What follows belongs to an exercise in optimizing a design on an open flow for small area, a short achievable clock period and few clock cycles per item; a production flow would make more cautious choices. Only simulation tests tie the RTL to the original design; equivalence was not proved. Power is estimated from default activity; no workload was simulated.

garnet:
## f16_core
module f16_core (
    input  wire        clk,
    input  wire        rst,         
    input  wire        step,        
    output wire        ready,       
    output wire        mem_req,
    output wire        mem_we,
    output wire [15:0] mem_addr,
    output wire [7:0]  mem_wdata,
    input  wire        mem_gnt,
    input  wire [7:0]  mem_rdata,
    input  wire [3:0]  dbg_sel,
    output wire [15:0] dbg_data
);
    localparam [3:0] S_IDLE  = 4'd0;    
    localparam [3:0] S_FETCH = 4'd1;    
    localparam [3:0] S_LHI   = 4'd2;    
    localparam [3:0] S_LLO   = 4'd3;    
    localparam [3:0] S_JHI   = 4'd4;    
    localparam [3:0] S_JLO   = 4'd5;    
    localparam [3:0] S_REGS  = 4'd6;    
    localparam [3:0] S_ADD   = 4'd7;    
    localparam [3:0] S_AHI   = 4'd8;    
    localparam [3:0] S_ALO   = 4'd9;    
    localparam [3:0] S_REGD  = 4'd10;   
    localparam [3:0] S_RDD   = 4'd11;   
    localparam [3:0] S_WHI   = 4'd12;   
    localparam [3:0] S_WLO   = 4'd13;   
    localparam [3:0] S_RHI   = 4'd14;   
    localparam [3:0] S_RLO   = 4'd15;   
    localparam [3:0] O_MLR = 4'd0;      
    localparam [3:0] O_MRR = 4'd1;      
    localparam [3:0] O_MRM = 4'd2;      
    localparam [3:0] O_MMR = 4'd3;      
    localparam [3:0] O_ADD = 4'd4;      
    localparam [3:0] O_JNE = 4'd5;      
    localparam [3:0] O_PSL = 4'd6;      
    localparam [3:0] O_PSR = 4'd7;      
    localparam [3:0] O_POP = 4'd8;      
    localparam [3:0] O_CLL = 4'd9;      
    localparam [3:0] O_CLR = 4'd10;     
    localparam [3:0] O_RET = 4'd11;     
    reg  [191:0] xr;                    
    reg  [15:0]  sfs;
    reg  [3:0]   state;
    reg  [3:0]   op;
    reg  [15:0]  t;                     
    reg  [15:0]  ma;                    
    reg  [3:0]   c;                     
    reg          ne;                    
    reg          ret_f;                 
    wire [15:0]  ip  = xr[16*0 +: 16];
    wire [15:0]  acc = xr[16*1 +: 16];
    wire [15:0]  r1  = xr[16*2 +: 16];
    wire [15:0]  sp  = xr[16*10 +: 16];
    wire [15:0]  fp  = xr[16*11 +: 16];
    wire [7:0]   b = mem_rdata;
    wire st_idle  = (state == S_IDLE);
  ...
Settings: LEC_CHECK=0, CAP_MARGIN=5, CORE_MARGIN=2, CORE_UTILIZATION=50, PLACE_DENSITY=0.7, SETUP_SLACK_MARGIN=3.5, SLEW_MARGIN=5; clock period 8.0 ns.
standard.sh (not shown) runs the stock make flow with config.mk's settings and CLKGATE_MAP_FILE= SYNTH_SCRIPT=/design/flow/synth_recipe.tcl, a recipe that flattens the netlist after the stock synthesis.
==> flow/flow/run.sh <==
#!/bin/bash
# Standard layout, with the port buffers made of plain buffers
# (sky130_fd_sc_hd__buf_4) rather than the default choice, and resizing
# free to change a cell's footprint.
set -o pipefail
export BUFFER_PORTS_ARGS="-buffer_cell sky130_fd_sc_hd__buf_4"
bash standard.sh MATCH_CELL_FOOTPRINT=0 finish > standard.log 2>&1
garnet went all the way through synthesis, placement and routing and the layout is clean on timing, DRC and antenna.
Testbench counts of garnet, summed over its fixed seeds: cycles 114,487, instrs 24,000.
## Diff of input files: willow against garnet
# garnet
export LEC_CHECK = 0
export CAP_MARGIN = 5
export CORE_MARGIN = 2
export CORE_UTILIZATION = 50
export PLACE_DENSITY = 0.7
export SETUP_SLACK_MARGIN = 3.5
export SLEW_MARGIN = 5
create_clock -name core_clock -period 8.0 [get_ports {clk}]
# willow
export LEC_CHECK = 0
export CAP_MARGIN = 10
export CORE_MARGIN = 2
export CORE_UTILIZATION = 50
export SETUP_SLACK_MARGIN = 3.2
export SLEW_MARGIN = 10
create_clock -name core_clock -period 8.0 [get_ports {clk}]
## What came out
Critical path depth in willow is 4 higher than in garnet. willow: done, clean on timing, DRC and antenna. Post-layout total power (lower): willow. Taking willow as 1.0, garnet lands at 1.06 on routability congestion estimate from global placement. Share of the yosys chip area belonging to registers essentially unchanged between garnet and willow. The higher post-placement worst setup slack came out of garnet. Taking garnet as the reference, in willow detailed placement HPWL saw an increase, sequential share of layout area now sits higher. For the non-clock buffer count, willow came in 15% lower than garnet did. Re total routed wirelength: garnet was higher than willow.
Setup changes, willow to delta
# willow
export LEC_CHECK = 0
export CAP_MARGIN = 10
export CORE_MARGIN = 2
export CORE_UTILIZATION = 50
export SETUP_SLACK_MARGIN = 3.2
export SLEW_MARGIN = 10
create_clock -name core_clock -period 8.0 [get_ports {clk}]
# delta
export LEC_CHECK = 0
export CAP_MARGIN = 10
export CORE_MARGIN = 2
export CORE_UTILIZATION = 50
export SETUP_SLACK_MARGIN = 3.5
export SLEW_MARGIN = 10
create_clock -name core_clock -period 8.0 [get_ports {clk}]
==> comparison <==
- In summary, delta completed successfully, with a layout that passed the timing, DRC and antenna checks.
- Total power: delta above willow
- Measured against each other, willow and delta differ in via count, the higher figure coming from delta.
- The layout overhead on the synthesized area reported for delta is greater than that of willow by 3.6 points.
- Fraction of layout instances using a drive strength above 1: delta vs willow up 3.4 points
- Largest stage delay on the critical path: lower on delta
- The count of clock-buffer cells in the layout was comparable across willow and delta.

---

Starting RTL as in the previous note.
Settings: LEC_CHECK=0, CAP_MARGIN=10, CORE_MARGIN=2, CORE_UTILIZATION=55, SETUP_SLACK_MARGIN=3.5, SLEW_MARGIN=10; clock period 8.0 ns.
Scripts as last shown in full above: flow/flow/run.sh
The starting point produced a clean layout.
Testbench counts at the start, summed over its fixed seeds: cycles 114,487, instrs 24,000.
Next try:
Settings changed: CORE_UTILIZATION 55 to 45, SETUP_SLACK_MARGIN 3.5 to 3.6.
Core utilization decreases by 11 points.
Hold slack gets worse by 0.012 ns.
Cell area is higher by about 1.3%.
Routed wire length rose by about 4%.
Count of clock-buffer cells in the layout went up by 8.
Clock power shrinks by about 4%.
First-iteration DRC count is lower by about 9%.
Global-route usage went down by 6.4 points.

==> afterwards: timing with drivers on the ports <==
How much do the figures lean on ideal ports? The routed layouts below were timed once more, with nothing changed but the port constraints. Step 1 sets driving cells, clkbuf_16 on the clock port and buf_2 on the other inputs (assumed; they add their load-dependent delay and slew). Step 2 moves the port delays by t, midway between the first and last clock arrival at a register: inputs arrive t later, outputs are due t later. That takes back most of the time a late clock gives input paths. Three values: ideal, step 1, step 2; two values: the first two.
| run | t, ns | setup WS [ns] | worst setup path after step 2 | latest minus earliest clock arrival (ns) | worst data-port slew with drivers (ns) |
|---|---|---|---|---|---|
| garnet | 0.668 | 3.274 / 3.221 / 3.009 | input to register | 0.050 / 0.050 | 0.07 |
| willow | 0.665 | 3.145 / 3.172 / 2.507 | input to register | 0.019 / 0.019 | 0.04 |
| delta | 0.667 | 3.403 / 3.341 / 2.929 | input to register | 0.021 / 0.022 | 0.07 |
| the first run of note 2 | 0.641 | 3.372 / 3.308 / 2.963 | input to register | 0.055 / 0.055 | 0.06 |
| the second run of note 2 | 0.674 | 3.445 / 3.386 / 2.982 | input to register | 0.058 / 0.058 | 0.06 |
After both steps setup and hold are still met in every run listed. The setup slack of willow, which loses most, moves by +0.027 ns with the drivers and by -0.638 ns with both steps.
